What follows belongs to an exercise in optimizing a design on an open flow for small area, a short achievable clock period and few clock cycles; a production flow would make more cautious choices. At most, simulation tests tie the RTL to the original design; equivalence was not proved. For runs 1 and 2, only the layout was checked, not whether the RTL still works. Power is estimated from default activity; no workload was simulated.

<file path="design.v">
module dci_serializer (
    input  wire        clk,
    input  wire        rst,         
    input  wire        cmd_valid,
    output wire        cmd_ready,
    input  wire [31:0] cmd_data,
    input  wire [3:0]  rd_idx,
    output reg  [31:0] rd_data,
    output reg         done
);
    localparam [3:0] C_ILLEGAL = 4'h1, C_RSVD_HDR = 4'h2, C_FINALIZED = 4'h3,
                     C_APP_WIDTH = 4'h4, C_APP_VALUE = 4'h5, C_OVERFLOW = 4'h6,
                     C_FIELD = 4'h7, C_RSVD_VAL = 4'h8, C_NRB = 4'h9,
                     C_FREQ = 4'hA, C_HOPCFG = 4'hB, C_PSIZE = 4'hC;
    localparam [3:0] K_WIDTH = 4'd0, K_NRB = 4'd1, K_HOPCNT = 4'd2, K_HOPFLAG = 4'd3,
                     K_HOPOFF = 4'd4, K_FREQ = 4'd5, K_SMI = 4'd6, K_TBS = 4'd7,
                     K_PSIZE = 4'd8;
    localparam [2:0] B_NONE = 3'd0, B_CLEAR = 3'd1, B_ZEROS = 3'd2, B_APPEND = 3'd3,
                     B_FINAL = 3'd4, B_FIELD = 3'd5, B_COMMIT = 3'd6, B_FAULT = 3'd7;
    reg          halted;
    reg          in_cmd;        
    reg  [7:0]   opc;
    reg  [3:0]   k;             
    reg  [8:0]   nrb;
    reg  [4:0]   fw;
    reg  [1:0]   h;
    reg          hf;
    reg          sulp, sul;
    reg  [1:0]   smi;
    reg          pb;            
    reg          pf;            
    reg  [3:0]   pcause, pfield;
    reg  [2:0]   b_op;
    reg          b_first;       
    reg  [31:0]  R;             
    reg  [7:0]   pos;           
    reg  [127:0] bank0, bank1;
    reg          acc_ptr, out_ptr;
    reg  [7:0]   acc_len, out_len;
    reg          acc_final, out_valid, fault;
    assign cmd_ready = ~halted;
    wire   accept = cmd_valid & ~halted;
    wire [31:0] v = cmd_data;
    wire       is_pack = opc[4];
    wire [2:0] o       = opc[2:0];
    reg  [3:0] nops;
    always @* begin
        if (!is_pack) nops = (o == 3'd2) ? 4'd2 : 4'd1;    
        else case (o)
            3'd0: nops = 4'd14;
            3'd1: nops = 4'd9;
            3'd2: nops = 4'd13;
            3'd3: nops = 4'd9;
            3'd4: nops = 4'd8;
            3'd5: nops = 4'd7;
            3'd6: nops = 4'd12;
            default: nops = 4'd6;
        endcase
    end
    wire last = (k == nops);
    reg  [7:0] ck;
    always @* begin
        ck = {K_WIDTH, 4'd0};
        case (o)
            3'd0: case (k)
                4'd1:  ck = {K_NRB, 4'd0};
                4'd2:  ck = {K_HOPCNT, 4'd0};
                4'd3:  ck = {K_HOPFLAG, 4'd0};
                4'd4:  ck = {K_HOPOFF, 4'd0};
                4'd5:  ck = {K_FREQ, 4'd0};
                4'd6:  ck = {K_WIDTH, 4'd4};
                4'd7:  ck = {K_WIDTH, 4'd5};
                4'd8:  ck = {K_WIDTH, 4'd1};
                4'd9:  ck = {K_WIDTH, 4'd2};
                4'd10: ck = {K_WIDTH, 4'd4};
                4'd11: ck = {K_WIDTH, 4'd2};
                4'd12: ck = {K_WIDTH, 4'd1};
                4'd13: ck = {K_WIDTH, 4'd1};
                default: ck = {K_PSIZE, 4'd0};
            endcase
            3'd1: case (k)
                4'd1:  ck = {K_NRB, 4'd0};
                4'd2:  ck = {K_HOPFLAG, 4'd0};
                4'd3:  ck = {K_HOPOFF, 4'd0};
                4'd4:  ck = {K_FREQ, 4'd0};
                4'd5:  ck = {K_WIDTH, 4'd4};
                4'd6:  ck = {K_WIDTH, 4'd5};
                4'd7:  ck = {K_WIDTH, 4'd2};
                4'd8:  ck = {K_WIDTH, 4'd2};
                default: ck = {K_PSIZE, 4'd0};
            endcase
            3'd2: case (k)
                4'd1:  ck = {K_NRB, 4'd0};
                4'd2:  ck = {K_FREQ, 4'd0};
                4'd3:  ck = {K_WIDTH, 4'd4};
                4'd4:  ck = {K_WIDTH, 4'd1};
                4'd5:  ck = {K_WIDTH, 4'd5};
                4'd6:  ck = {K_WIDTH, 4'd1};
                4'd7:  ck = {K_WIDTH, 4'd2};
                4'd8:  ck = {K_WIDTH, 4'd4};
                4'd9:  ck = {K_WIDTH, 4'd2};
                4'd10: ck = {K_WIDTH, 4'd2};
                4'd11: ck = {K_WIDTH, 4'd3};
                4'd12: ck = {K_WIDTH, 4'd3};
                default: ck = {K_PSIZE, 4'd0};
            endcase
            3'd3: case (k)
                4'd1:  ck = {K_NRB, 4'd0};
                4'd2:  ck = {K_SMI, 4'd0};
                4'd3:  ck = {K_WIDTH, 4'd8};
                4'd4:  ck = {K_FREQ, 4'd0};
                4'd5:  ck = {K_WIDTH, 4'd4};
                4'd6:  ck = {K_WIDTH, 4'd1};
                4'd7:  ck = {K_WIDTH, 4'd5};
                4'd8:  ck = {K_TBS, 4'd0};
                default: ck = {K_PSIZE, 4'd0};
            endcase
            3'd4: case (k)
                4'd1:  ck = {K_NRB, 4'd0};
                4'd2:  ck = {K_FREQ, 4'd0};
                4'd3:  ck = {K_WIDTH, 4'd4};
                4'd4:  ck = {K_WIDTH, 4'd1};
                4'd5:  ck = {K_WIDTH, 4'd5};
                4'd6:  ck = {K_WIDTH, 4'd2};
                4'd7:  ck = {K_WIDTH, 4'd1};
                default: ck = {K_PSIZE, 4'd0};
            endcase
            3'd5: case (k)
                4'd1:  ck = {K_NRB, 4'd0};
                4'd2:  ck = {K_FREQ, 4'd0};
                4'd3:  ck = {K_WIDTH, 4'd4};
                4'd4:  ck = {K_WIDTH, 4'd1};
                4'd5:  ck = {K_WIDTH, 4'd5};
                4'd6:  ck = {K_TBS, 4'd0};
                default: ck = {K_PSIZE, 4'd0};
            endcase
            3'd6: case (k)
                4'd1:  ck = {K_NRB, 4'd0};
                4'd2:  ck = {K_FREQ, 4'd0};
                4'd3:  ck = {K_WIDTH, 4'd4};
                4'd4:  ck = {K_WIDTH, 4'd1};
                4'd5:  ck = {K_WIDTH, 4'd5};
                4'd6:  ck = {K_WIDTH, 4'd1};
                4'd7:  ck = {K_WIDTH, 4'd2};
                4'd8:  ck = {K_WIDTH, 4'd4};
                4'd9:  ck = {K_WIDTH, 4'd2};
                4'd10: ck = {K_WIDTH, 4'd3};
                4'd11: ck = {K_WIDTH, 4'd3};
                default: ck = {K_PSIZE, 4'd0};
            endcase
            default: case (k)    
                4'd1:  ck = {K_WIDTH, 4'd1};
                4'd2:  ck = {K_WIDTH, 4'd14};
                4'd3:  ck = {K_WIDTH, 4'd4};
                4'd4:  ck = {K_WIDTH, 4'd4};
                4'd5:  ck = {K_WIDTH, 4'd3};
                default: ck = {K_WIDTH, 4'd1};
            endcase
        endcase
    end
    wire [3:0] ck_kind = ck[7:4];
    wire [3:0] ck_w    = ck[3:0];
    function [4:0] fw_of;
        input [8:0] n;
        begin
            if      (n <= 9'd1)   fw_of = 5'd0;
            else if (n <= 9'd2)   fw_of = 5'd2;
            else if (n <= 9'd3)   fw_of = 5'd3;
            else if (n <= 9'd5)   fw_of = 5'd4;
            else if (n <= 9'd7)   fw_of = 5'd5;
            else if (n <= 9'd10)  fw_of = 5'd6;
            else if (n <= 9'd15)  fw_of = 5'd7;
            else if (n <= 9'd22)  fw_of = 5'd8;
            else if (n <= 9'd31)  fw_of = 5'd9;
            else if (n <= 9'd44)  fw_of = 5'd10;
            else if (n <= 9'd63)  fw_of = 5'd11;
            else if (n <= 9'd90)  fw_of = 5'd12;
            else if (n <= 9'd127) fw_of = 5'd13;
            else if (n <= 9'd180) fw_of = 5'd14;
            else if (n <= 9'd255) fw_of = 5'd15;
            else                  fw_of = 5'd16;
        end
    endfunction
    function ge_pow;
        input [31:0] x;
        input [5:0]  w;
        integer j;
        begin
            ge_pow = 1'b0;
            for (j = 0; j < 32; j = j + 1)
                if (j >= w && x[j]) ge_pow = 1'b1;
        end
    endfunction
    wire [4:0] fw_free = fw - {3'd0, h};
    wire tc1 = (nrb[0] & nrb[1]) ^ nrb[2] ^ nrb[1];
    wire tc2 = ((nrb[0] & nrb[1]) & nrb[2]) | ((nrb[0] & nrb[1]) & nrb[1]) | (nrb[2] & nrb[1]);
    wire tc3 = (nrb[1] & nrb[2]) ^ (nrb[0] & nrb[3]) ^ nrb[4];
    wire tc4 = ((nrb[1] & nrb[2]) & (nrb[0] & nrb[3])) | ((nrb[1] & nrb[2]) & nrb[4]) | ((nrb[0] & nrb[3]) & nrb[4]);
    wire tc5 = (nrb[1] & nrb[3]) ^ (nrb[0] & nrb[4]) ^ nrb[5];
    wire tc6 = ((nrb[1] & nrb[3]) & (nrb[0] & nrb[4])) | ((nrb[1] & nrb[3]) & nrb[5]) | ((nrb[0] & nrb[4]) & nrb[5]);
    wire tc7 = (nrb[2] & nrb[3]) ^ (nrb[1] & nrb[4]) ^ (nrb[0] & nrb[5]);
    wire tc8 = ((nrb[2] & nrb[3]) & (nrb[1] & nrb[4])) | ((nrb[2] & nrb[3]) & (nrb[0] & nrb[5])) | ((nrb[1] & nrb[4]) & (nrb[0] & nrb[5]));
    wire tc9 = (nrb[2] & nrb[4]) ^ (nrb[1] & nrb[5]) ^ (nrb[0] & nrb[6]);
    wire tc10 = ((nrb[2] & nrb[4]) & (nrb[1] & nrb[5])) | ((nrb[2] & nrb[4]) & (nrb[0] & nrb[6])) | ((nrb[1] & nrb[5]) & (nrb[0] & nrb[6]));
    wire tc11 = (nrb[3] & nrb[4]) ^ (nrb[2] & nrb[5]) ^ (nrb[1] & nrb[6]);
    wire tc12 = ((nrb[3] & nrb[4]) & (nrb[2] & nrb[5])) | ((nrb[3] & nrb[4]) & (nrb[1] & nrb[6])) | ((nrb[2] & nrb[5]) & (nrb[1] & nrb[6]));
    wire tc13 = (nrb[0] & nrb[7]) ^ nrb[8] ^ nrb[4];
    wire tc14 = ((nrb[0] & nrb[7]) & nrb[8]) | ((nrb[0] & nrb[7]) & nrb[4]) | (nrb[8] & nrb[4]);
    wire tc15 = (nrb[3] & nrb[5]) ^ (nrb[2] & nrb[6]) ^ (nrb[1] & nrb[7]);
    wire tc16 = ((nrb[3] & nrb[5]) & (nrb[2] & nrb[6])) | ((nrb[3] & nrb[5]) & (nrb[1] & nrb[7])) | ((nrb[2] & nrb[6]) & (nrb[1] & nrb[7]));
    wire tc17 = (nrb[4] & nrb[5]) ^ (nrb[3] & nrb[6]) ^ (nrb[2] & nrb[7]);
    wire tc18 = ((nrb[4] & nrb[5]) & (nrb[3] & nrb[6])) | ((nrb[4] & nrb[5]) & (nrb[2] & nrb[7])) | ((nrb[3] & nrb[6]) & (nrb[2] & nrb[7]));
    wire tc19 = (nrb[4] & nrb[6]) ^ (nrb[3] & nrb[7]) ^ (nrb[2] & nrb[8]);
    wire tc20 = ((nrb[4] & nrb[6]) & (nrb[3] & nrb[7])) | ((nrb[4] & nrb[6]) & (nrb[2] & nrb[8])) | ((nrb[3] & nrb[7]) & (nrb[2] & nrb[8]));
    wire tc21 = (nrb[5] & nrb[6]) ^ (nrb[4] & nrb[7]) ^ (nrb[3] & nrb[8]);
    wire tc22 = ((nrb[5] & nrb[6]) & (nrb[4] & nrb[7])) | ((nrb[5] & nrb[6]) & (nrb[3] & nrb[8])) | ((nrb[4] & nrb[7]) & (nrb[3] & nrb[8]));
    wire tc23 = (nrb[0] & nrb[2]) ^ nrb[3] ^ tc2;
    wire tc24 = ((nrb[0] & nrb[2]) & nrb[3]) | ((nrb[0] & nrb[2]) & tc2) | (nrb[3] & tc2);
    wire tc25 = nrb[6] ^ nrb[3] ^ tc7;
    wire tc26 = (nrb[6] & nrb[3]) | (nrb[6] & tc7) | (nrb[3] & tc7);
    wire tc27 = nrb[7] ^ tc9 ^ tc8;
    wire tc28 = (nrb[7] & tc9) | (nrb[7] & tc8) | (tc9 & tc8);
    wire tc29 = tc13 ^ tc11 ^ tc10;
    wire tc30 = (tc13 & tc11) | (tc13 & tc10) | (tc11 & tc10);
    wire tc31 = (nrb[0] & nrb[8]) ^ tc15 ^ tc14;
    wire tc32 = ((nrb[0] & nrb[8]) & tc15) | ((nrb[0] & nrb[8]) & tc14) | (tc15 & tc14);
    wire tc33 = (nrb[1] & nrb[8]) ^ nrb[5] ^ tc17;
    wire tc34 = ((nrb[1] & nrb[8]) & nrb[5]) | ((nrb[1] & nrb[8]) & tc17) | (nrb[5] & tc17);
    wire tc35 = nrb[6] ^ tc21 ^ tc20;
    wire tc36 = (nrb[6] & tc21) | (nrb[6] & tc20) | (tc21 & tc20);
    wire tc37 = (nrb[5] & nrb[7]) ^ (nrb[4] & nrb[8]) ^ tc22;
    wire tc38 = ((nrb[5] & nrb[7]) & (nrb[4] & nrb[8])) | ((nrb[5] & nrb[7]) & tc22) | ((nrb[4] & nrb[8]) & tc22);
    wire tc39 = nrb[2] ^ tc3 ^ tc24;
    wire tc40 = (nrb[2] & tc3) | (nrb[2] & tc24) | (tc3 & tc24);
    wire tc41 = tc12 ^ tc31 ^ tc30;
    wire tc42 = (tc12 & tc31) | (tc12 & tc30) | (tc31 & tc30);
    wire tc43 = tc16 ^ tc33 ^ tc32;
    wire tc44 = (tc16 & tc33) | (tc16 & tc32) | (tc33 & tc32);
    wire tc45 = tc19 ^ tc18 ^ tc34;
    wire tc46 = (tc19 & tc18) | (tc19 & tc34) | (tc18 & tc34);
    wire tc47 = (nrb[6] & nrb[7]) ^ nrb[7] ^ tc38;
    wire tc48 = ((nrb[6] & nrb[7]) & nrb[7]) | ((nrb[6] & nrb[7]) & tc38) | (nrb[7] & tc38);
    wire tc49 = tc5 ^ tc4 ^ tc40;
    wire tc50 = (tc5 & tc4) | (tc5 & tc40) | (tc4 & tc40);
    wire tc51 = tc6 ^ tc25 ^ tc50;
    wire tc52 = (tc6 & tc25) | (tc6 & tc50) | (tc25 & tc50);
    wire tc53 = tc27 ^ tc26 ^ tc52;
    wire tc54 = (tc27 & tc26) | (tc27 & tc52) | (tc26 & tc52);
    wire tc55 = tc29 ^ tc28 ^ tc54;
    wire tc56 = (tc29 & tc28) | (tc29 & tc54) | (tc28 & tc54);
    wire [15:0] tr0 = {nrb[8], tc48, tc47, tc36, tc46, tc44, tc42, tc56, tc55, tc53, tc51, tc49, tc39, tc23, tc1, nrb[0]};
    wire [15:0] tr1 = {1'b0, 1'b0, 1'b0, tc37, tc35, tc45, tc43, tc41, 1'b0, 1'b0, 1'b0, 1'b0, 1'b0, 1'b0, 1'b0, nrb[1]};
    wire [15:0] t_rb = tr0 + tr1;
    reg  [7:0] nat;
    always @* begin
        case (o)
            3'd0:    nat = 8'd20 + {3'd0, fw} + {7'd0, sulp};
            3'd1:    nat = 8'd15 + {3'd0, fw};
            3'd6:    nat = 8'd26 + {3'd0, fw};
            default: nat = 8'd28 + {3'd0, fw};
        endcase
    end
    reg  [5:0] wlim;
    always @* begin
        case (ck_kind)
            K_WIDTH:   wlim = {2'd0, ck_w};
            K_NRB:     wlim = 6'd9;
            K_HOPCNT:  wlim = 6'd3;
            K_HOPFLAG: wlim = 6'd1;
            K_HOPOFF:  wlim = {4'd0, h};
            K_FREQ:    wlim = hf ? {1'b0, fw_free} : 6'd16;
            K_SMI, K_TBS: wlim = 6'd2;
            default:   wlim = 6'd8;    
        endcase
    end
    wire       big = ge_pow(v, wlim);
    reg        ck_fail;
    reg  [3:0] ck_cause;
    always @* begin
        ck_fail  = big;
        ck_cause = C_FIELD;
        case (ck_kind)
            K_NRB: begin
                ck_cause = C_NRB;
                ck_fail  = big || (v[8:0] == 9'd0) || (v[8:0] > 9'd275);
            end
            K_HOPCNT: begin
                ck_cause = C_RSVD_VAL;
                ck_fail  = big || (v[2:0] != 3'd0 && v[2:0] != 3'd2 && v[2:0] != 3'd4);
            end
            K_HOPFLAG: begin
                if (!big && v[0] && (h == 2'd0 || fw < {3'd0, h})) begin
                    ck_fail  = 1'b1;
                    ck_cause = C_HOPCFG;
                end
            end
            K_FREQ: begin
                ck_cause = C_FREQ;
                ck_fail  = big || (v[15:0] >= t_rb);
            end
            K_SMI: begin
                if (!big && v[1:0] == 2'd0) begin
                    ck_fail  = 1'b1;
                    ck_cause = C_RSVD_VAL;
                end
            end
            K_TBS: begin
                if (!big && v[1:0] == 2'd3) begin
                    ck_fail  = 1'b1;
                    ck_cause = C_RSVD_VAL;
                end
            end
            K_PSIZE: begin
                ck_cause = C_PSIZE;
                ck_fail  = big || (v[7:0] > 8'd128) || (v[7:0] < nat);
            end
            default: ;
        endcase
    end
    reg  [4:0]  ew;
    reg  [31:0] ev;
    reg         eskip;     
    always @* begin
        ew = 5'd0;
        ev = 32'd0;
        eskip = 1'b0;
        case (o)
            3'd0, 3'd1: begin    
                case ((o == 3'd1 && k != 4'd1) ? k + 4'd1 : k)
                    4'd1:  begin ew = 5'd1; ev = 32'd0; end
                    4'd4:  begin ew = hf ? {3'd0, h} : 5'd0; ev = hf ? v : 32'd0; end
                    4'd5:  begin ew = hf ? fw_free : fw; ev = v; end
                    4'd6:  begin ew = 5'd4; ev = v; end    
                    4'd7:  begin ew = 5'd6; ev = {v[31:6], v[5] | hf, v[4:0]}; end    
                    4'd8:  if (o == 3'd0) begin ew = 5'd1; ev = v; end
                           else begin ew = 5'd2; ev = v; end    
                    4'd9:  begin ew = 5'd2; ev = v; end
                    4'd10: begin ew = 5'd4; ev = v; end
                    4'd11: begin ew = 5'd2; ev = v; end
                    default: ;
                endcase
            end
            3'd3: case (k)    
                4'd2:  begin ew = 5'd2;  ev = v; end
                4'd3:  begin ew = 5'd8;  ev = v; eskip = ~smi[1]; end
                4'd4:  begin ew = fw;    ev = v; eskip = ~smi[0]; end
                4'd5:  begin ew = 5'd4;  ev = v; eskip = ~smi[0]; end
                4'd6:  begin ew = 5'd1;  ev = v; eskip = ~smi[0]; end
                4'd7:  begin ew = 5'd5;  ev = v; eskip = ~smi[0]; end
                4'd8:  begin ew = 5'd2;  ev = v; eskip = ~smi[0]; end
                default: ;
            endcase
            3'd7: begin ew = {1'b0, ck_w}; ev = v; end    
            default: begin    
                if (k == 4'd1) begin
                    ew = (o == 3'd2 || o == 3'd6) ? 5'd1 : 5'd0;
                    ev = (o == 3'd2 || o == 3'd6) ? 32'd1 : 32'd0;
                end else if (k == 4'd2) begin
                    ew = fw; ev = v;
                end else if (!last) begin
                    ew = (ck_kind == K_TBS) ? 5'd2 : {1'b0, ck_w}; ev = v;
                end
            end
        endcase
    end
    wire       final_fwd = (b_op == B_FINAL || b_op == B_COMMIT) ? 1'b1 :
                           (b_op == B_CLEAR) ? 1'b0 : acc_final;
    wire       w_big     = (v[31:6] != 26'd0) || (v[5] && v[4:0] != 5'd0);
    wire [8:0] acc_end   = {1'b0, acc_len} + {1'b0, v[7:0]};
    wire [7:0] pk_end = pos + {3'd0, ew};
    always @(posedge clk) begin
        if (rst) begin
            halted <= 1'b0;
            in_cmd <= 1'b0;
            b_op   <= B_NONE;
        end else begin
            b_op    <= B_NONE;
            b_first <= 1'b0;
            if (accept) begin
                if (!in_cmd) begin
                    opc  <= v[7:0];
                    k    <= 4'd1;
                    pos  <= 8'd0;
                    pf   <= 1'b0;
                    hf   <= 1'b0;
                    sulp <= 1'b0;
                    pfield <= 4'd0;
                    if (v[31:8] != 24'd0) begin
                        pf <= 1'b1; pcause <= C_RSVD_HDR;
                        b_op <= B_FAULT; halted <= 1'b1;
                    end else case (v[7:0])
                        8'h01: b_op <= B_CLEAR;
                        8'h02, 8'h03, 8'h10, 8'h11, 8'h12, 8'h13,
                        8'h14, 8'h15, 8'h16, 8'h17: in_cmd <= 1'b1;
                        8'h04: if (final_fwd) begin
                                   pf <= 1'b1; pcause <= C_FINALIZED;
                                   b_op <= B_FAULT; halted <= 1'b1;
                               end else
                                   b_op <= B_FINAL;
                        default: begin
                            pf <= 1'b1; pcause <= C_ILLEGAL;
                            b_op <= B_FAULT; halted <= 1'b1;
                        end
                    endcase
                end else if (!is_pack) begin
                    k <= k + 4'd1;
                    if (o == 3'd3) begin    
                        in_cmd <= 1'b0;
                        pos    <= acc_end[7:0];
                        if (acc_final) begin
                            pf <= 1'b1; pcause <= C_FINALIZED; pfield <= 4'd0;
                            b_op <= B_FAULT; halted <= 1'b1;
                        end else if (v[31:8] != 24'd0 || acc_end > 9'd128) begin
                            pf <= 1'b1; pcause <= C_OVERFLOW; pfield <= 4'd1;
                            b_op <= B_FAULT; halted <= 1'b1;
                        end else
                            b_op <= B_ZEROS;
                    end else if (k == 4'd1) begin    
                        R <= v;
                    end else begin                   
                        in_cmd <= 1'b0;
                        pos    <= acc_end[7:0];
                        if (acc_final) begin
                            pf <= 1'b1; pcause <= C_FINALIZED; pfield <= 4'd0;
                            b_op <= B_FAULT; halted <= 1'b1;
                        end else if (w_big) begin
                            pf <= 1'b1; pcause <= C_APP_WIDTH; pfield <= 4'd2;
                            b_op <= B_FAULT; halted <= 1'b1;
                        end else if (ge_pow(R, v[5:0])) begin
                            pf <= 1'b1; pcause <= C_APP_VALUE; pfield <= 4'd1;
                            b_op <= B_FAULT; halted <= 1'b1;
                        end else if (acc_end > 9'd128) begin
                            pf <= 1'b1; pcause <= C_OVERFLOW; pfield <= 4'd2;
                            b_op <= B_FAULT; halted <= 1'b1;
                        end else
                            b_op <= B_APPEND;
                    end
                end else begin
                    k <= k + 4'd1;
                    if (!pf && ck_fail) begin
                        pf     <= 1'b1;
                        pcause <= ck_cause;
                        pfield <= k;
                    end
                    if (k == 4'd1) begin
                        pb  <= ~acc_ptr;
                        nrb <= v[8:0];
                        fw  <= fw_of(v[8:0]);
                        h   <= (v[8:0] < 9'd50) ? 2'd1 : 2'd2;    
                    end
                    if (o == 3'd0 && k == 4'd2)
                        h <= (v == 32'd4) ? 2'd2 : (v == 32'd2) ? 2'd1 : 2'd0;
                    if ((o == 3'd0 && k == 4'd3) || (o == 3'd1 && k == 4'd2))
                        hf <= v[0];
                    if (o == 3'd0 && k == 4'd12) sulp <= v[0];
                    if (o == 3'd0 && k == 4'd13) sul  <= v[0];
                    if (o == 3'd3 && k == 4'd2)  smi  <= v[1:0];
                    if (last) begin
                        in_cmd <= 1'b0;
                        if (pf || ck_fail) begin
                            b_op <= B_FAULT; halted <= 1'b1;
                        end else
                            b_op <= B_COMMIT;
                        if (o == 3'd7) begin    
                            R   <= v;
                            pos <= pk_end;
                        end else begin
                            R   <= {31'd0, (o == 3'd0) & sulp & sul};
                            pos <= v[7:0];
                        end
                    end else begin
                        b_op    <= eskip ? B_NONE : B_FIELD;
                        b_first <= (k == 4'd1);
                        R       <= ev;
                        pos     <= pk_end;
                    end
                end
            end
        end
    end
    wire [6:0]   b_s = 7'd0 - pos[6:0];
    wire [127:0] sh  = {96'd0, R} << b_s;
    reg  k0, k1, w0, w1;
    always @* begin
        k0 = 1'b1; k1 = 1'b1; w0 = 1'b0; w1 = 1'b0;
        if (rst) begin
            k0 = 1'b0; k1 = 1'b0;
        end else case (b_op)
            B_CLEAR:  if (out_ptr) k0 = 1'b0; else k1 = 1'b0;
            B_APPEND: if (acc_ptr) w1 = 1'b1; else w0 = 1'b1;
            B_FIELD, B_COMMIT: begin
                if (pb) begin w1 = 1'b1; k1 = ~b_first; end
                else    begin w0 = 1'b1; k0 = ~b_first; end
            end
            default: ;
        endcase
    end
    always @(posedge clk) begin
        bank0 <= (bank0 & {128{k0}}) | (sh & {128{w0}});
        bank1 <= (bank1 & {128{k1}}) | (sh & {128{w1}});
    end
    always @(posedge clk) begin
        if (rst) begin
            acc_ptr   <= 1'b0;
            out_ptr   <= 1'b0;
            acc_len   <= 8'd0;
            acc_final <= 1'b0;
            out_valid <= 1'b0;
            fault     <= 1'b0;
            done      <= 1'b0;
        end else begin
            done <= (b_op != B_NONE) && (b_op != B_FIELD);
            case (b_op)
                B_CLEAR: begin
                    acc_ptr   <= ~out_ptr;
                    acc_len   <= 8'd0;
                    acc_final <= 1'b0;
                end
                B_ZEROS, B_APPEND: acc_len <= pos;
                B_FINAL: begin
                    out_ptr   <= acc_ptr;
                    out_len   <= acc_len;
                    out_valid <= 1'b1;
                    acc_final <= 1'b1;
                end
                B_COMMIT: begin
                    acc_ptr   <= pb;
                    out_ptr   <= pb;
                    acc_len   <= pos;
                    out_len   <= pos;
                    out_valid <= 1'b1;
                    acc_final <= 1'b1;
                end
                B_FAULT: begin
                    fault     <= 1'b1;
                    out_valid <= 1'b0;
                end
                default: ;
            endcase
        end
    end
    wire [3:0]  rd_dec = 4'b0001 << rd_idx[1:0];
    reg  [31:0] rd_w0, rd_w1, rd_ws;
    integer     rj;
    always @* begin
        rd_w0 = 32'd0;
        rd_w1 = 32'd0;
        for (rj = 0; rj < 4; rj = rj + 1) begin
            rd_w0 = rd_w0 | ({32{rd_dec[rj]}} & bank0[127 - 32 * rj -: 32]);
            rd_w1 = rd_w1 | ({32{rd_dec[rj]}} & bank1[127 - 32 * rj -: 32]);
        end
        rd_ws = ({32{rd_dec[0]}} & {29'd0, out_valid, acc_final, fault}) |
                ({32{rd_dec[1] & fault}} & {12'd0, pfield, opc, 4'd0, pcause}) |
                ({32{rd_dec[2]}} & {24'd0, acc_len}) |
                ({32{rd_dec[3]}} & {24'd0, out_len});
    end
    wire        rd_s0 = rd_idx[3] ? (~rd_idx[2] & ~out_ptr) : (rd_idx[2] & ~acc_ptr);
    wire        rd_s1 = rd_idx[3] ? (~rd_idx[2] &  out_ptr) : (rd_idx[2] &  acc_ptr);
    wire        rd_ss = ~rd_idx[3] & ~rd_idx[2];
    always @* rd_data = ({32{rd_s0}} & rd_w0) | ({32{rd_s1}} & rd_w1) | ({32{rd_ss}} & rd_ws);
endmodule
</file>
<file path="flow/run.sh">
#!/bin/bash
# The standard layout, with repair_timing asked for 6.5 ns of setup slack and
# sky130_fd_sc_hd__buf_2 as the port buffer (every port still gets one).
# The clock, its period and the I/O constraints are the standard flow's, unchanged.
set -euo pipefail
bash standard.sh SETUP_SLACK_MARGIN=6.5 "BUFFER_PORTS_ARGS=-buffer_cell sky130_fd_sc_hd__buf_2" finish > make_finish.log 2>&1
</file>
<file path="standard.sh">
#!/bin/bash
# synth_recipe.tcl (not shown) runs the flow's synth.tcl, then flattens the netlist and writes it again
# the make line also repeats each setting of config.mk as NAME=value (left out here)
make -C /OpenROAD-flow-scripts/flow DESIGN_CONFIG=/design/flow/config.mk WORK_HOME=/design/flow/orfs CLKGATE_MAP_FILE= SYNTH_SCRIPT=/design/flow/synth_recipe.tcl "${@:-finish}"
</file>
<file path="config.mk">
export PLATFORM = sky130hd
export DESIGN_NAME = dci_serializer
export DESIGN_NICKNAME = dci_serializer
export VERILOG_FILES = /design/flow/design.v
export SDC_FILE = /design/flow/constraint.sdc
export NUM_CORES = 4
export LEC_CHECK = 0
export CAP_MARGIN = 20
export CORE_MARGIN = 2
export CORE_UTILIZATION = 30
export CTS_CLUSTER_DIAMETER = 90
export CTS_CLUSTER_SIZE = 30
export PLACE_DENSITY = 0.45
export SLEW_MARGIN = 20
</file>
<file path="constraint.sdc">
create_clock -name core_clock -period 14.0 [get_ports {clk}]
set_input_delay 2.8000 -clock core_clock [delete_from_list [all_inputs] [get_ports {clk}]]
set_output_delay 2.8000 -clock core_clock [all_outputs]
set_load 0.01 [all_outputs]
</file>
==> metrics.log, run 1 <==
INFO  metric ir_worst_vdd = just under 100 uV
INFO  metric complex_gate_fraction_of_the_synthesized_area = 23.9%
INFO  metric cts.root.buffer_cell = clkbuf_16
INFO  metric clock_latency_late_sink = 0.62 ns
INFO  metric synth_nets = 2663
INFO  metric antenna_found_initial = 2
INFO  metric power_switching = 0.746 mW
INFO  metric clk_pin_slew = approximately 0.11 ns
INFO  metric cp_data_required_time = 11.20 ns
INFO  metric drv_cap = 0
INFO  metric timing.final.crit_period = 7.46 ns
INFO  metric summed_instance_area_of_the_synthesized_netlist = around 24000 um2
INFO  metric final_hold_viol_count = 0
INFO  metric gr-total-overflow = 0
INFO  metric synth_top_cells_by_area = dfxtp_1 (26%), edfxtp_1 (12%), mux4_2 (7.9%), a22o_1 (7.4%), nand2_1 (5.0%)
INFO  metric synth_top_family_by_area = compound AO/OA/AOI/OAI gates
INFO  metric post_route_setup_tns = 0 ns
INFO  metric routed_wl = 87400 um
INFO  metric fin_nets = 2624
INFO  metric routed_via_density = 5.76
INFO  metric globalRouteTotalUtil = 20.8%
INFO  metric critical_path_peak_fanout = 32
INFO  metric post_synthesis_simple_gate_area_fraction = 15.3%
INFO  metric routability_congestion_estimate = 0.915
INFO  metric maxSlewHeadroom = approximately 26%
INFO  metric setup.worst_path.class = in -> out
INFO  metric clock-skew-final = 0.0656 ns
INFO  metric setup_violations = 0
INFO  metric power.sequential.fraction = 49.4%
INFO  metric achievable-frequency = around 0.13 GHz
INFO  metric clockPowerShare = between 30% and 40%
INFO  metric fin_total_pwr = ~2.4 mW
INFO  metric total_via_count_in_the_routed_design = 20.4k
INFO  metric final.fill_count = between 7k and 8k
INFO  metric synth-adder-area-share = 5.85%
INFO  metric synth_top_area_share = 25.8%
INFO  metric path_buf_inv = 3
INFO  metric critPathLaunchType = primary input
INFO  metric floorplan.rows = 102
INFO  metric avgSynthCellArea = 9.32 um2
INFO  metric drive_above_1_share = 12.9%
INFO  metric synth.cells.most_frequent = nand2_1 (316), dfxtp_1 (304), a22o_1 (199)
INFO  metric diodes = 0
INFO  metric drt-wirelength-per-cell = 24.6 um
INFO  metric critical_path.most_common_cell = buf_2
INFO  metric muxShareOfSynthArea = 11.1%
INFO  metric number_of_levels_in_the_clock_h_tree = 1
INFO  metric synth_top_cell_by_area = dfxtp_1
INFO  metric cts_tree = yes
INFO  metric fp.dieH = ~280 um
INFO  metric setup_repair_after_global_routing_missed_its_margin = no
INFO  metric top_count_cell_post_synth = nand2_1
INFO  metric postRouteAntennaNets = 0
INFO  metric timing.critical_path.to_type = output port
INFO  metric num_io_pins = 73
INFO  metric chipWidth = 284 um
INFO  metric dr.pass1.iters = 5
INFO  metric cts-root-to-sink-buffers = 3
INFO  metric run_status = no timing/DRC/antenna violations
INFO  metric critPathMaxStageDelay = roughly 0.5 ns
INFO  metric swShare = 30.9%
INFO  metric start_util = a little under a third
INFO  metric holdCritPathClass = reg -> reg
INFO  metric cts_made_buffers = 25
INFO  metric critical_path.cell_chain = buf_2 > nand2b_1 > o22ai_4 > buf_4 > a22oi_1 > o21ai_0 > buf_2
INFO  metric cellLeakagePower = between 9 and 10 nW
INFO  metric synthCells = around 2.5k
INFO  metric synthArstFlopShare = 0%
INFO  metric largest_net_degree_at_the_start_of_global_routing = 95
INFO  metric tightestPinTransition = 1.11 ns
INFO  metric layout_worst_path_cycle_share = ~53%
INFO  metric finalMaxSlewViolations = 0
INFO  metric drc = 0
INFO  metric number_of_input_and_output_port_buffers_inserted = 72
INFO  metric ys_ff_latch = 396
INFO  metric total_number_of_yosys_warnings = 1
INFO  metric first_global_vias = 19.7k
INFO  metric cellPowerDensity = 92.6 nW/um2
INFO  metric synth_enable_flop_cells = 92
INFO  metric critPathTopFamily = buffers and inverters
INFO  metric comb_power_share = a little over an eighth
INFO  metric syn2layout_area_growth = 10.4%
INFO  metric yosys.cell_types.count = 105
INFO  metric drtIter0Drc = around 2k
INFO  metric design.die.area = 80900 um2
INFO  metric grt_pass1_wl = 130000 um
INFO  metric core_region_area = 77700 um2
INFO  metric dpl.hpwl = 61300 um
INFO  metric yosys.area_share.xor_xnor = between 1.5 and 2%
INFO  metric synth_ff_type = dfxtp_1
INFO  metric synth.yosys.seq_area_share = a little under two fifths
INFO  metric worst_path_max_delay_cell = buf_4
INFO  metric timing.critical_path.arrival = 4.66 ns
INFO  metric cellInternalPower = 1.67 mW
INFO  metric cts.sinks = 396
what timing repair did:
item	in CTS	in global routing
buffers inserted	0	2
setup endpoints to repair	36	12
hold endpoints to repair	0	0
resized for setup	15	5
hold buffers	0	0
power groups by stage:
| stage | combinational (mW) | clock (mW) | sequential [mW] |
|---|---|---|---|
| global route | 0.347 | 0.952 | 1.20 |
| detailed placement | 0.318 | 0 | 1.22 |
| floorplan | 0.206 | 0 | 1.21 |
| CTS | 0.321 | 0.916 | 1.19 |
| global placement | 0.317 | 0 | 1.22 |
| finish | 0.324 | 0.896 | 1.19 |
stage by stage:
step                      std cells  hold WS, ns  area, um2  utilization, %  worst slack, ns
after floorplan                2531        0.420      23600               -             6.62
after global placement         3503        0.434      25000            32.2             5.39
after detailed placement       3503        0.439      25000            32.2             5.58
after CTS                      3548        0.463      26000            33.5             6.51
after global routing           3550        0.484      26000            33.5             6.52
final                          3550        0.466      26000            33.5             6.54
state kept, by name (all words and copies together), names as in the netlist, 2 cells and up, named ones only:
signal,count
b_op,3
fw,5
bank1,128
bank0,128
pcause,4
h,2
R,32
pos,8
k,4
nrb,9
out_len,8
acc_len,8
opc,8
pfield,4
smi,2
cells in the final DEF (no fill, tap or decap), drive strengths merged, types with 18 or more instances in the layout:
cell	netlist	final
a211oi	24	24
a21oi	115	115
a22o	199	199
a22oi	41	41
a31oi	19	19
and2	61	61
and3	25	25
buf	38	120
clkbuf	148	25
dfxtp	304	304
edfxtp	92	92
fa	29	29
ha	64	64
inv	84	96
mux2i	56	56
mux4	83	83
nand2	316	316
nand2b	20	20
nand3	37	37
nor2	174	174
nor2b	35	35
nor3	37	37
o21ai	179	179
o22ai	71	71
xnor2	26	26
xor2	18	18
worst reg2reg max path, delay by kind of cell, from the launching register on:
family / cells / cell delay [ns]
AND/OR/NAND/NOR: 6 / 0.98
AO/OA/AOI/OAI: 10 / 2.44
adder cells (fa/ha/maj): 8 / 2.37
buffers and inverters: 6 / 0.56
flip-flops: 1 / 0.52
area by class of cell:
| type | instances | area, um2 | share of cell area, % |
|---|---|---|---|
| multi-input cells | 1859 | 13800 | 53.1 |
| repair buffers | 120 | 778 | 2.99 |
| clock buffers | 25 | 626 | 2.40 |
| flip-flops and latches | 396 | 8850 | 34.0 |
| well taps | 1040 | 1300 | 5.00 |
| clock inverters | 20 | 330 | 1.27 |
| inverters | 90 | 338 | 1.30 |
path summary, 6_finish.rpt:
| path | to | start | cells after the start | slack (ns) |
|---|---|---|---|---|
| worst min register to register | bank0[21] | bank0[21] | 2 | 0.47 |
| worst max register to register | b_op[0] | nrb[4] | 30 | 7.02 |
| worst min-delay path | bank0[21] | bank0[21] | 2 | 0.47 |
| worst max-delay path | rd_data[4] | rd_idx[2] | 7 | 6.54 |
layer usage:
layer / GRT usage (%) / part of all wire, % / vias up
met5: 0 / 0.0092 / -
met4: 6.33 / 3.2 / 2
met3: 2.28 / 5.8 / 129
met2: 33.1 / 45 / 787
met1: 29.7 / 46 / 10183
li1: - / - / 9337
cells by family (layout without fill, tap and decap cells):
kind of cell	Yosys count	count (layout)
muxes	154	154
adders and majority gates	93	93
buffers and inverters	276	255
AOI/OAI and AO/OA	798	798
and+or+nand+nor	770	770
xor gates and xnor gates	44	44
DFF	396	396
==> inputs of run 2 (changes only) <==
==> flow/run.sh (replaced) <==
#!/bin/bash
# The standard layout, with repair_timing asked for 7.0 ns of setup slack and
# sky130_fd_sc_hd__buf_2 as the port buffer (every port still gets one).
# The clock, its period and the I/O constraints are the standard flow's, unchanged.
set -euo pipefail
bash standard.sh SETUP_SLACK_MARGIN=7.0 "BUFFER_PORTS_ARGS=-buffer_cell sky130_fd_sc_hd__buf_2" finish > make_finish.log 2>&1
==> metrics.log, run 2 <==
INFO  metric run_status = no timing/DRC/antenna violations
INFO  metric top_count_cell_post_synth = nand2_1
INFO  metric clk_pin_slew = 0.11 ns (about the same)
INFO  metric ys_ff_latch = 396 (unchanged)
INFO  metric clock-skew-final = 0.0486 ns (-0.0170 ns)
INFO  metric drc = 0 (unchanged)
INFO  metric finalMaxSlewViolations = 0 (unchanged)
INFO  metric fin_nets = 2653 (+1.1%)
INFO  metric clockPowerShare = 37.2% (about the same)
INFO  metric start_util = 30.4% (unchanged)
INFO  metric drt-wirelength-per-cell = 25.1 um (+2.0%)
INFO  metric setup_repair_after_global_routing_missed_its_margin = no
INFO  metric chipWidth = 284 um (unchanged)
INFO  metric postRouteAntennaNets = 0 (unchanged)
INFO  metric ir_worst_vdd = 73.9 uV (-24%)
INFO  metric cellPowerDensity = 91.9 nW/um2 (-0.82%)
INFO  metric detailroute.wirelength.met3 = 5420 um (+6.7%)
INFO  metric floorplan.rows = 102 (unchanged)
INFO  metric final.hold.worst_slack = 0.467 ns (+0.000906 ns)
INFO  metric yosys.cell_types.count = 105 (unchanged)
INFO  metric clock_latency_late_sink = 0.61 ns (about the same)
INFO  metric achievable-frequency = 0.143 GHz (+6.7%)
INFO  metric timing.critical_path.arrival = 4.19 ns (-0.47 ns)
INFO  metric routed_via_density = 5.81 (+0.89%)
INFO  metric synth_top_cells_by_area = dfxtp_1 (26%), edfxtp_1 (12%), mux4_2 (7.9%), a22o_1 (7.4%), nand2_1 (5.0%)
INFO  metric cts_tree = yes
INFO  metric worst_hold_path.num_cells = 2 (unchanged)
INFO  metric total_via_count_in_the_routed_design = 20.8k (+1.7%)
INFO  metric hold_buffers = 0 (unchanged)
INFO  metric timing.hold.worst_endpoint = bank1[5]
INFO  metric synthCells = 2531 (unchanged)
INFO  metric syn2layout_area_growth = 13.0%
INFO  metric holdCritPathClass = reg -> reg
INFO  metric post_route_setup_tns = 0 ns (unchanged)
INFO  metric drive_above_1_share = 14.7% (+1.7 points)
INFO  metric maxSlewHeadroom = 25.3% (-0.45 points)
INFO  metric tightestPinTransition = 1.12 ns (+0.00681 ns)
INFO  metric cts.sinks = 396 (unchanged)
INFO  metric comb_power_share = 14.1% (+0.7 points)
INFO  metric placedCellCount = 3506 (+0.086%)
INFO  metric synth.yosys.seq_area_share = 37.5% (unchanged)
INFO  metric cts-root-to-sink-buffers = 3 (unchanged)
INFO  metric dpl.hpwl = 61600 um (+0.46%)
INFO  metric timing.final.crit_period = 6.99 ns (-0.469 ns)
INFO  metric drv_cap = 0 (unchanged)
INFO  metric layout_commonest_cell = nand2_1
INFO  metric synth_ff_type = dfxtp_1
INFO  metric drtIter0Drc = 1824 (-8.7%)
INFO  metric setup.worst_path.class = in -> out
INFO  metric globalRouteTotalUtil = 21.4% (+0.60 points)
INFO  metric fin_total_pwr = 2.45 mW (+1.5%)
INFO  metric avgSynthCellArea = 9.32 um2 (unchanged)
INFO  metric total_number_of_yosys_warnings = 1 (unchanged)
INFO  metric fp.dieH = 284 um (unchanged)
INFO  metric swShare = 31.2% (+0.31 points)
INFO  metric instances_no_fill = 3580 (+0.85%)
INFO  metric core_region_area = 77700 um2 (unchanged)
INFO  metric routability_congestion_estimate = 0.920 (+0.60%)
INFO  metric critical_path.reg2reg.endpoint = pfield[0]
INFO  metric number_of_input_and_output_port_buffers_inserted = 72 (unchanged)
INFO  metric setup_violations = 0 (unchanged)
INFO  metric largest_net_degree_at_the_start_of_global_routing = 103 (+8.4%)
INFO  metric cts.root.buffer_cell = clkbuf_16
INFO  metric synth_top_area_share = 25.8% (unchanged)
INFO  metric grt_pass1_wl = 134000 um (+3.1%)
INFO  metric antenna_found_initial = 1 (-1)
INFO  metric worst_hold_startpoint = bank1[5]
INFO  metric reg2reg_from = nrb[2]
INFO  metric final_hold_viol_count = 0 (unchanged)
INFO  metric number_of_levels_in_the_clock_h_tree = 1 (unchanged)
INFO  metric critPathLaunchType = primary input
INFO  metric cellLeakagePower = 10.1 nW (+2.6%)
INFO  metric ff2ff_setup_slack = 7.40 ns (+0.38 ns)
INFO  metric summed_instance_area_of_the_synthesized_netlist = 23600 um2 (unchanged)
INFO  metric m1WireLength = 41000 um (+2.6%)
INFO  metric synth.cells.most_frequent = nand2_1 (316), dfxtp_1 (304), a22o_1 (199)
INFO  metric gr-total-overflow = 0 (unchanged)
INFO  metric power.sequential.fraction = 48.7% (-0.7 points)
INFO  metric synth_nets = 2663 (unchanged)
INFO  metric most_used_cells_in_the_layout_excluding_fill_and_tap_cells = nand2_1 (316), dfxtp_1 (304), a22o_1 (199), o21ai_0 (170), nor2_1 (167)
INFO  metric dr.pass1.iters = 6 (+1)
INFO  metric design.die.area = 80900 um2 (unchanged)
INFO  metric synth_top_cell_by_area = dfxtp_1
INFO  metric r2r_cell_count = 30 (unchanged)
INFO  metric maxUsedRoutingLayer = met4
INFO  metric met2RoutedLength = 40600 um (+2.7%)
INFO  metric num_io_pins = 73 (unchanged)
INFO  metric cellInternalPower = 1.68 mW (+1.1%)
INFO  metric critical_path_peak_fanout = 16 (-50%)
INFO  metric cts_made_buffers = 25 (unchanged)
INFO  metric finish.utilization = 34.3% (+0.79 points)
INFO  metric cp_data_required_time = 11.20 ns (about the same)
INFO  metric reg_top3 = bank0: 128 flops, bank1: 128 flops, R: 32 flops
INFO  metric power_switching = 0.765 mW (+2.5%)
INFO  metric timing.critical_path.to_type = output port
INFO  metric synth_enable_flop_cells = 92 (unchanged)
INFO  metric layout_worst_path_cycle_share = 49.9% (-3.3 points)
INFO  metric routed_wl = 89900 um (+2.9%)
INFO  metric first_global_vias = 20.2k (+2.5%)
INFO  metric synthArstFlopShare = 0% (unchanged)
## run 2: repair_timing
action | CTS | global route
pin swaps | 3 | 7
endpoints found under the setup margin | 43 | 32
resized for setup | 44 | 26
cloned | 6 | 2
setup buffers | 9 | 11
## run 2: power groups by stage
stage	Clock (mW)	Combinational, mW	Sequential (mW)
after floorplan	0	0.206	1.21
after global placement	0	0.316	1.22
after detailed placement	0	0.318	1.22
after CTS	0.930	0.334	1.19
after global routing	0.971	0.367	1.19
final	0.912	0.345	1.19
## run 2: critical path, cell delays in order
cell	delay, ns
clkbuf_4	0.19
nand2b_2	0.25
o22ai_4	0.22
buf_12	0.24
a22oi_2	0.10
o21ai_1	0.17
buf_2	0.19
## run 2: layout make-up
| class | instances | area (um2) |
|---|---|---|
| fill | 8008 | 51100 |
| sequential | 396 | 8850 |
| tap | 1040 | 1300 |
| clock inverter | 19 | 343 |
| antenna | 2 | 5.00 |
| inverter | 90 | 338 |
| timing repair buffer | 149 | 1240 |
| clock buffer | 25 | 626 |
| multi-input combinational | 1859 | 14000 |
## run 2: worst max-delay path by stage
stage,start,endpoint,slack [ns],cells past startpoint
finish,rd_idx[3],rd_data[6],7.01,7
global route,rd_idx[3],rd_data[6],7.00,7
CTS,nrb[2],pcause[3],7.00,31
detailed placement,rd_idx[0],rd_data[18],5.90,6
global placement,rd_idx[0],rd_data[16],5.93,6
floorplan,rd_idx[0],rd_data[31],6.99,6
## run 2: cells by family (layout without fill, tap and decap cells)
group	count (synthesis)	after routing	synth area share, %
buf+inv	276	283	4.69
compound gates	798	798	23.9
xor+xnor	44	44	1.63
fa+ha+maj	93	93	5.85
other cells	0	2	0
mux	154	154	11.1
simple gates	770	770	15.3
flops	396	396	37.5
## run 2: through the flow
step / setup WS (ns) / cell area [um2]
6_report: 7.01 / 26700
5_1_grt: 7.00 / 26700
4_1_cts: 7.00 / 26400
3_3_place_gp: 5.93 / 25000
3_5_place_dp: 5.90 / 25000
2_1_floorplan: 6.99 / 23600
## run 2: layer usage
| metal | GRT usage, % | vias up |
|---|---|---|
| met4 | 6.21 | 0 |
| li1 | - | 9390 |
| met1 | 30.5 | 10503 |
| met3 | 2.66 | 123 |
| met5 | 0 | - |
| met2 | 34.0 | 779 |
==> inputs of run 3 (changes only) <==
--- a/design.v
+++ b/design.v
@@ -36,2 +36,3 @@
     reg  [7:0]   pos;           
+    reg  [2:0]   c_op;          
     reg  [127:0] bank0, bank1;
@@ -365,7 +366,12 @@
     end
+    wire       c_fin     = (c_op == B_FINAL || c_op == B_COMMIT);
+    wire       fin_c     = c_fin ? 1'b1 : (c_op == B_CLEAR) ? 1'b0 : acc_final;
     wire       final_fwd = (b_op == B_FINAL || b_op == B_COMMIT) ? 1'b1 :
-                           (b_op == B_CLEAR) ? 1'b0 : acc_final;
+                           (b_op == B_CLEAR) ? 1'b0 : fin_c;
+    wire [7:0] len_c     = (c_op == B_ZEROS || c_op == B_APPEND || c_op == B_COMMIT) ? pos :
+                           (c_op == B_CLEAR) ? 8'd0 : acc_len;
+    wire       ptr_c     = (c_op == B_CLEAR) ? ~out_ptr : (c_op == B_COMMIT) ? pb : acc_ptr;
     wire       w_big     = (v[31:6] != 26'd0) || (v[5] && v[4:0] != 5'd0);
-    wire [8:0] acc_end   = {1'b0, acc_len} + {1'b0, v[7:0]};
-    wire [7:0] pk_end = pos + {3'd0, ew};
+    wire [8:0] acc_end   = {1'b0, len_c} + {1'b0, v[7:0]};
+    wire [7:0] pk_end = ((k == 4'd1) ? 8'd0 : pos) + {3'd0, ew};
     always @(posedge clk) begin
@@ -375,3 +381,5 @@
             b_op   <= B_NONE;
+            c_op   <= B_NONE;
         end else begin
+            c_op    <= b_op;
             b_op    <= B_NONE;
@@ -382,3 +390,2 @@
                     k    <= 4'd1;
-                    pos  <= 8'd0;
                     pf   <= 1'b0;
@@ -409,3 +416,3 @@
                         pos    <= acc_end[7:0];
-                        if (acc_final) begin
+                        if (fin_c) begin
                             pf <= 1'b1; pcause <= C_FINALIZED; pfield <= 4'd0;
@@ -445,3 +452,3 @@
                     if (k == 4'd1) begin
-                        pb  <= ~acc_ptr;
+                        pb  <= ~ptr_c;
                         nrb <= v[8:0];
@@ -480,4 +487,6 @@
     end
-    wire [6:0]   b_s = 7'd0 - pos[6:0];
-    wire [127:0] sh  = {96'd0, R} << b_s;
+    wire         c_hi = (c_op == B_APPEND);
+    wire [15:0]  wv   = c_hi ? R[31:16] : R[15:0];
+    wire [6:0]   b_s  = {(c_hi ? 3'd1 : 3'd0), 4'd0} - pos[6:0];
+    wire [127:0] sh   = {112'd0, wv} << b_s;
     reg  k0, k1, w0, w1;
@@ -487,11 +496,10 @@
             k0 = 1'b0; k1 = 1'b0;
-        end else case (b_op)
-            B_CLEAR:  if (out_ptr) k0 = 1'b0; else k1 = 1'b0;
-            B_APPEND: if (acc_ptr) w1 = 1'b1; else w0 = 1'b1;
-            B_FIELD, B_COMMIT: begin
-                if (pb) begin w1 = 1'b1; k1 = ~b_first; end
-                else    begin w0 = 1'b1; k0 = ~b_first; end
-            end
-            default: ;
-        endcase
+        end else if (c_op == B_CLEAR) begin
+            if (out_ptr) k0 = 1'b0; else k1 = 1'b0;
+        end else if (c_op == B_APPEND || b_op == B_APPEND) begin
+            if (acc_ptr) w1 = 1'b1; else w0 = 1'b1;
+        end else if (b_op == B_FIELD || b_op == B_COMMIT) begin
+            if (pb) begin w1 = 1'b1; k1 = ~b_first; end
+            else    begin w0 = 1'b1; k0 = ~b_first; end
+        end
     end
@@ -511,4 +519,4 @@
         end else begin
-            done <= (b_op != B_NONE) && (b_op != B_FIELD);
-            case (b_op)
+            done <= (c_op != B_NONE) && (c_op != B_FIELD);
+            case (c_op)
                 B_CLEAR: begin
==> flow/run.sh (replaced) <==
#!/bin/bash
# The standard layout, with repair_timing asked for 7.3 ns of setup slack and
# sky130_fd_sc_hd__buf_2 as the port buffer (every port still gets one).
# The clock, its period and the I/O constraints are the standard flow's, unchanged.
set -euo pipefail
bash standard.sh SETUP_SLACK_MARGIN=7.3 "BUFFER_PORTS_ARGS=-buffer_cell sky130_fd_sc_hd__buf_2" finish > make_finish.log 2>&1
==> metrics.log, run 3 <==
INFO  metric run_status = no timing/DRC/antenna violations
INFO  metric fin_total_pwr = 2.43 mW (-0.63%)
INFO  metric dpl.hpwl = 58000 um (-5.8%)
INFO  metric layout_worst_path_cycle_share = 49.4% (-0.49 points)
INFO  metric critPathLaunchType = primary input
INFO  metric instances_no_fill = 3458 (-3.4%)
INFO  metric core_region_area = 74600 um2 (-4.1%)
INFO  metric final.fill_count = 7498 (-6.4%)
INFO  metric synth.cells.most_frequent = dfxtp_1 (307), nand2_1 (287), o21ai_0 (190)
INFO  metric critical_path_peak_fanout = 5 (-11)
INFO  metric achievable-frequency = 0.144 GHz (+1.0%)
INFO  metric synth_nets = 2548 (-4.3%)
INFO  metric synth_top_cell_by_area = dfxtp_1
INFO  metric gr-total-overflow = 0 (unchanged)
INFO  metric final_hold_viol_count = 0 (unchanged)
INFO  metric largest_net_degree_at_the_start_of_global_routing = 95 (-7.8%)
INFO  metric clock-skew-final = 0.0500 ns (+0.00143 ns)
INFO  metric maxSlewHeadroom = 24.1% (-1.2 points)
INFO  metric diodes = 0 (-2)
INFO  metric synth_enable_flop_cells = 92 (unchanged)
INFO  metric routed_via_density = 5.71 (-1.7%)
INFO  metric drive_above_1_share = 15.7% (+1.0 points)
INFO  metric cts.root.buffer_cell = clkbuf_16
INFO  metric design.die.area = 77700 um2 (-4.0%)
INFO  metric finalMaxSlewViolations = 0 (unchanged)
INFO  metric first_global_vias = 19.2k (-5.1%)
INFO  metric post_route_setup_tns = 0 ns (unchanged)
INFO  metric cts-root-to-sink-buffers = 3 (unchanged)
INFO  metric total_number_of_yosys_warnings = 1 (unchanged)
INFO  metric clk_pin_slew = 0.10 ns (about the same)
INFO  metric globalRouteTotalUtil = 21.2% (-0.19 points)
INFO  metric timing.critical_path.to_type = output port
INFO  metric ir_worst_vdd = 71.3 uV (-3.5%)
INFO  metric drtIter0Drc = 1651 (-9.5%)
INFO  metric setup.worst_path.class = in -> out
INFO  metric holdCritPathClass = reg -> reg
INFO  metric cellPowerDensity = 91.9 nW/um2 (about the same)
INFO  metric drc = 0 (unchanged)
INFO  metric synth_ff_type = dfxtp_1
INFO  metric routed_wl = 84400 um (-6.1%)
INFO  metric cts_tree = yes
INFO  metric reg_top3 = bank0: 128 flops, bank1: 128 flops, R: 32 flops
INFO  metric cp_data_required_time = 11.20 ns (about the same)
INFO  metric dr.pass1.iters = 5 (-1)
INFO  metric synth_top_area_share = 27.1% (+1.4 points)
INFO  metric most_used_cells_in_the_layout_excluding_fill_and_tap_cells = dfxtp_1 (307), nand2_1 (287), o21ai_0 (184), a22o_1 (174), nor2_1 (162)
INFO  metric drv_cap = 0 (unchanged)
INFO  metric layout_commonest_cell = dfxtp_1
INFO  metric total_via_count_in_the_routed_design = 19.7k (-5.1%)
INFO  metric drt-wirelength-per-cell = 24.4 um (-2.8%)
INFO  metric tightestPinTransition = 1.14 ns (+0.0162 ns)
INFO  metric grt_pass1_wl = 127000 um (-5.3%)
INFO  metric timing.final.crit_period = 6.92 ns (-0.0690 ns)
INFO  metric routability_congestion_estimate = 0.906 (-1.6%)
INFO  metric setup_repair_after_global_routing_missed_its_margin = yes
INFO  metric setup_violations = 0 (unchanged)
INFO  metric synth_top_cells_by_area = dfxtp_1 (27%), edfxtp_1 (12%), a22o_1 (6.7%), mux4_2 (6.4%), nand2_1 (4.8%)
INFO  metric cts.sinks = 399 (+0.76%)
INFO  metric yosys.cell_types.count = 92 (-12%)
INFO  metric postRouteAntennaNets = 0 (unchanged)
INFO  metric placedCellCount = 3336 (-4.8%)
INFO  metric top_count_cell_post_synth = dfxtp_1
INFO  metric timing.critical_path.arrival = 4.12 ns (-0.07 ns)
INFO  metric cellLeakagePower = 9.98 nW (-1.5%)
INFO  metric chipWidth = 279 um (-2.0%)
INFO  metric synthArstFlopShare = 0% (unchanged)
INFO  metric number_of_input_and_output_port_buffers_inserted = 72 (unchanged)
INFO  metric fin_nets = 2601 (-2.0%)
INFO  metric cts_made_buffers = 27 (+8.0%)
INFO  metric avgSynthCellArea = 9.38 um2 (+0.56%)
INFO  metric syn2layout_area_growth = 17.0%
INFO  metric num_io_pins = 73 (unchanged)
INFO  metric ys_ff_latch = 399 (+0.76%)
INFO  metric floorplan.rows = 100 (-2.0%)
INFO  metric number_of_levels_in_the_clock_h_tree = 1 (unchanged)
INFO  metric clock_latency_late_sink = 0.64 ns (+0.03 ns)
INFO  metric synth.yosys.seq_area_share = 39.3% (+1.8 points)
INFO  metric start_util = 30.4% (about the same)
INFO  metric antenna_found_initial = 1 (unchanged)
INFO  metric synthCells = 2415 (-4.6%)
INFO  metric fp.dieH = 279 um (-2.0%)
INFO  metric summed_instance_area_of_the_synthesized_netlist = 22600 um2 (-4.0%)
## run 3: changes by cell type in the layout (fill, tap and decap cells not counted), moves of 16 or more
cell     delta
a22o_1     -25
buf_6      +16
mux2i_1    +24
mux4_2     -19
nand2_1    -29
o22ai_1    -32
## run 3: through the flow
step	setup WS, ns	utilization (%)	hold WS [ns]	cell area, um2
2_1_floorplan	7.26	-	0.420	22800
3_3_place_gp	5.74	32.1	0.429	24000
3_5_place_dp	5.72	32.1	0.438	24000
4_1_cts	7.05	35.0	0.462	26100
5_1_grt	7.05	35.5	0.484	26500
6_report	7.08	35.5	0.461	26500
## run 3: final timing paths
| kind | start | endpoint | slack (ns) | depth (start not counted) |
|---|---|---|---|---|
| setup / recovery | rd_idx[0] | rd_data[2] | 7.08 | 5 |
| hold / removal | bank1[41] | bank1[41] | 0.46 | 2 |
| setup reg to reg | nrb[1] | pfield[0] | 7.75 | 31 |
| hold reg to reg | bank1[41] | bank1[41] | 0.46 | 2 |
## run 3: report_power, final
group          internal [mW]  switching, mW  leakage, nW
combinational          0.107          0.180         6.18
sequential              1.19        0.00973         3.30
clock                  0.426          0.522        0.495
## run 3: kinds of logic after synthesis
kind of cell | count (synthesis) | synth area share [%]
and+or+nand+nor | 727 | 15.0
muxes | 155 | 10.5
xor gates and xnor gates | 48 | 1.86
adders and majority gates | 95 | 6.20
AOI/OAI and AO/OA | 745 | 22.8
buffers and inverters | 246 | 4.33
DFF | 399 | 39.3
## run 3: worst max-delay path, stage by stage
cell and delay (ns):
buf_16 0.12, buf_4 0.13, mux4_2 0.49, a221o_1 0.40, buf_2 0.17
## run 3: metal layers
layer  GRT usage (%)  part of all wire, %
met4            6.12                  3.2
met5               0                    0
met3            2.33                  5.2
met1            29.6                   46
met2            34.7                   46
## run 3: area by class of cell
cell class / instances / area [um2] / share of cell area, %
clock buffers: 28 / 701 / 2.65
flip-flops and latches: 399 / 8910 / 33.6
clock inverters: 22 / 335 / 1.27
repair buffers: 179 / 1900 / 7.18
well taps: 969 / 1210 / 4.58
inverters: 90 / 338 / 1.28
multi-input cells: 1771 / 13100 / 49.4
## run 3: repair_timing
item | 4_1_cts | 5_1_grt
setup endpoints to repair | 41 | 43
cloned | 16 | 2
pin swaps | 21 | 19
hold buffers | 0 | 0
buffers inserted | 31 | 22
gates resized for setup | 72 | 39
Testbench counts of run 3, summed over its fixed seeds: cycles 15,879.
==> inputs of run 4 (changes only) <==
==> flow/run.sh (replaced) <==
#!/bin/bash
# The standard layout, with repair_timing asked for 7.6 ns of setup slack and
# sky130_fd_sc_hd__buf_2 as the port buffer (every port still gets one).
# The clock, its period and the I/O constraints are the standard flow's, unchanged.
set -euo pipefail
bash standard.sh SETUP_SLACK_MARGIN=7.6 "BUFFER_PORTS_ARGS=-buffer_cell sky130_fd_sc_hd__buf_2" finish > make_finish.log 2>&1
==> metrics.log, run 4 <==
INFO  metric run_status = no timing/DRC/antenna violations
INFO  metric achievable-frequency = 0.142 GHz (-1.7%)
INFO  metric layout_commonest_cell = dfxtp_1
INFO  metric drive_above_1_share = 16.0% (+0.37 points)
INFO  metric grt_pass1_wl = 125000 um (-1.1%)
INFO  metric number_of_input_and_output_port_buffers_inserted = 72 (unchanged)
INFO  metric avgSynthCellArea = 9.38 um2 (unchanged)
INFO  metric fp.dieH = 279 um (unchanged)
INFO  metric synth_top_cells_by_area = dfxtp_1 (27%), edfxtp_1 (12%), a22o_1 (6.7%), mux4_2 (6.4%), nand2_1 (4.8%)
INFO  metric finish.utilization = 35.3% (-0.22 points)
INFO  metric gr-usage-met1 = 28.7% (-0.96 points)
INFO  metric path_buf_inv = 4 (+1)
INFO  metric top_count_cell_post_synth = dfxtp_1
INFO  metric cellLeakagePower = 9.91 nW (-0.76%)
INFO  metric fin_nets = 2593 (-0.31%)
INFO  metric cts.root.buffer_cell = clkbuf_16
INFO  metric cp_data_required_time = 11.20 ns (about the same)
INFO  metric worst_path_max_delay_cell = mux4_2
INFO  metric clock-skew-final = 0.0559 ns (+0.00587 ns)
INFO  metric layout_worst_path_cycle_share = 50.3% (+0.85 points)
INFO  metric path_depth = 6 (+1)
INFO  metric ys_ff_latch = 399 (unchanged)
INFO  metric drtIter0Drc = 1789 (+8.4%)
INFO  metric dr.pass1.iters = 6 (+1)
INFO  metric summed_instance_area_of_the_synthesized_netlist = 22600 um2 (unchanged)
INFO  metric multiInputGateArea = 13200 um2 (+0.64%)
INFO  metric routed_via_density = 5.67 (-0.60%)
INFO  metric r2r_cell_count = 29 (-6.5%)
INFO  metric start_util = 30.4% (unchanged)
INFO  metric total_via_count_in_the_routed_design = 19.6k (-0.80%)
INFO  metric timing.critical_path.arrival = 4.24 ns (+0.12 ns)
INFO  metric critical_path.cell_chain = buf_16 > buf_12 > buf_16 > mux4_2 > a221o_1 > buf_2
INFO  metric cellPowerDensity = 92.6 nW/um2 (+0.77%)
INFO  metric antenna_found_initial = 0 (-1)
INFO  metric drc = 0 (unchanged)
INFO  metric design.die.area = 77700 um2 (unchanged)
INFO  metric diodes = 0 (unchanged)
INFO  metric first_global_vias = 19.2k (+0.29%)
INFO  metric final.fill_count = 7554 (+0.75%)
INFO  metric post_route_setup_tns = 0 ns (unchanged)
INFO  metric synth_top_area_share = 27.1% (unchanged)
INFO  metric synth_nets = 2548 (unchanged)
INFO  metric floorplan.rows = 100 (unchanged)
INFO  metric most_used_cells_in_the_layout_excluding_fill_and_tap_cells = dfxtp_1 (307), nand2_1 (282), o21ai_0 (183), a22o_1 (174), nor2_1 (169)
INFO  metric cts-root-to-sink-buffers = 3 (unchanged)
INFO  metric synth.yosys.seq_area_share = 39.3% (unchanged)
INFO  metric number_of_levels_in_the_clock_h_tree = 1 (unchanged)
INFO  metric syn2layout_area_growth = 16.3%
INFO  metric num_io_pins = 73 (unchanged)
INFO  metric synth.cells.most_frequent = dfxtp_1 (307), nand2_1 (287), o21ai_0 (190)
INFO  metric synth_enable_flop_cells = 92 (unchanged)
INFO  metric tightestPinTransition = 1.14 ns (+0.00312 ns)
INFO  metric finalMaxSlewViolations = 0 (unchanged)
INFO  metric cts_made_buffers = 28 (+3.7%)
INFO  metric regArea = 8910 um2 (unchanged)
INFO  metric gr-usage-met3 = 2.29% (-0.033 points)
INFO  metric met2_usage = 34.9% (+0.20 points)
INFO  metric critPathMaxStageDelay = 0.51 ns (+0.02 ns)
INFO  metric setup_violations = 0 (unchanged)
INFO  metric final_hold_viol_count = 0 (unchanged)
INFO  metric critical_path_peak_fanout = 8 (+3)
INFO  metric cts_tree = yes
INFO  metric synth_top_cell_by_area = dfxtp_1
INFO  metric ir_worst_vdd = 87.5 uV (+23%)
INFO  metric drt-wirelength-per-cell = 24.1 um (-1.4%)
INFO  metric gr-total-overflow = 0 (unchanged)
INFO  metric critPathTopFamily = buffers and inverters
INFO  metric holdCritPathClass = reg -> reg
INFO  metric clk_pin_slew = 0.10 ns (about the same)
INFO  metric clock_latency_late_sink = 0.65 ns (about the same)
INFO  metric setup_repair_after_global_routing_missed_its_margin = yes
INFO  metric globalRouteTotalUtil = 20.9% (-0.39 points)
INFO  metric yosys.cell_types.count = 92 (unchanged)
INFO  metric chipWidth = 279 um (unchanged)
INFO  metric core_region_area = 74600 um2 (unchanged)
INFO  metric synthArstFlopShare = 0% (unchanged)
INFO  metric synthCells = 2415 (unchanged)
INFO  metric critPathLaunchType = primary input
INFO  metric critical_path.most_common_cell = buf_16
INFO  metric largest_net_degree_at_the_start_of_global_routing = 78 (-18%)
INFO  metric maxSlewHeadroom = 23.7% (-0.41 points)
INFO  metric reg_top3 = bank0: 128 flops, bank1: 128 flops, R: 32 flops
INFO  metric worst_hold_path.num_cells = 2 (unchanged)
INFO  metric cts.sinks = 399 (unchanged)
INFO  metric postRouteAntennaNets = 0 (unchanged)
INFO  metric dpl.hpwl = 57800 um (-0.30%)
INFO  metric timing.final.crit_period = 7.04 ns (+0.119 ns)
INFO  metric synth_ff_type = dfxtp_1
INFO  metric setup.worst_path.class = in -> out
INFO  metric hold_buffers = 0 (unchanged)
INFO  metric timing.critical_path.to_type = output port
INFO  metric routed_wl = 83100 um (-1.6%)
INFO  metric drv_cap = 0 (unchanged)
INFO  metric globalRoute.busiestLayer = met2
INFO  metric routability_congestion_estimate = 0.927 (+2.3%)
INFO  metric total_number_of_yosys_warnings = 1 (unchanged)
run 4: cell counts after synthesis:
Identical to the previous run, type by type.
run 4: per-stage QoR:
step                setup WS (ns)  instances  power [mW]  hold slack, ns  instance area, um2
floorplan                    7.25       2415        1.38           0.420               22800
global placement             5.68       3346        1.46           0.430               24000
detailed placement           5.66       3346        1.46           0.439               24000
CTS                          6.93       3443        2.46           0.464               26100
global route                 6.94       3451        2.53           0.481               26300
finish                       6.96       3451        2.44           0.463               26300
run 4: what timing repair did:
action | CTS | global route
gates resized for setup | 84 | 37
setup endpoints to repair | 43 | 43
pin swaps | 24 | 25
buffers inserted | 35 | 7
cloned | 10 | 1
run 4: report_power, final:
group	leakage, nW	total (mW)	switching (mW)	internal [mW]
combinational	6.08	0.270	0.174	0.0956
sequential	3.30	1.20	0.0112	1.19
clock	0.517	0.967	0.515	0.452
run 4: cell families after synthesis:
logic type / synth area share (%)
AO/OA/AOI/OAI: 22.8
buffers and inverters: 4.33
adder cells (fa/ha/maj): 6.20
multiplexers: 10.5
flip-flops: 39.3
XOR/XNOR: 1.86
AND/OR/NAND/NOR: 15.0
run 4: area by class of cell:
class | instances | share of cell area, %
multi-input combinational | 1770 | 50.1
sequential | 399 | 33.8
timing repair buffer | 171 | 6.18
tap | 969 | 4.61
clock buffer | 34 | 2.94
inverter | 90 | 1.28
clock inverter | 18 | 1.08
run 4: worst register-to-register path, delay by kind of cell (launching register included):
kind	cells	cell delay (ns)
AOI/OAI and AO/OA	9	1.62
DFF	1	0.48
adders and majority gates	7	2.34
buffers and inverters	5	0.41
and+or+nand+nor	8	1.13
run 4: path summary, 6_finish.rpt:
check / start / end / slack, ns
worst max register to register: nrb[1] / pfield[2] / 7.83
worst min-delay path: bank1[25] / bank1[25] / 0.46
worst max-delay path: rd_idx[0] / rd_data[0] / 6.96
worst min register to register: bank1[25] / bank1[25] / 0.46
run 4: routing by layer:
metal / wire length [um] / part of all wire (%)
met1: 37300 / 45
met5: 0 / 0
met2: 39300 / 47
met3: 4440 / 5.3
met4: 2060 / 2.5

-- separate check: timing with driven ports --
The flow's constraints put no driver on any port. The routed layouts listed below were extracted and timed again, unchanged, in two steps.
Step 1: set_driving_cell puts a clkbuf_16 on clk and a buf_2 on each other input, an assumption about the parent block.
Step 2 moves the port delays by t, midway between the first and last clock arrival at a register: inputs arrive t later, outputs are due t later. That takes back most of the time a late clock gives input paths.
a / b / c = ideal / step 1 / step 2; a / b = the first two.
| run | shift t [ns] | setup WS [ns] | hold slack, ns | clock arrival spread, ns |
|---|---|---|---|---|
| run 1 | 0.660 | 6.542 / 6.510 / 6.510 | 0.466 / 0.466 / 0.466 | 0.077 / 0.077 |
| run 2 | 0.649 | 7.010 / 6.863 / 6.863 | 0.467 / 0.467 / 0.467 | 0.049 / 0.049 |
| run 3 | 0.679 | 7.079 / 6.726 / 6.726 | 0.461 / 0.461 / 0.461 | 0.052 / 0.051 |
| run 4 | 0.679 | 6.960 / 6.875 / 6.875 | 0.463 / 0.463 / 0.463 | 0.059 / 0.059 |
After both steps setup and hold are still met in every run listed. The setup slack of run 3, which loses most, moves by -0.353 ns with the drivers and by -0.353 ns with both steps.
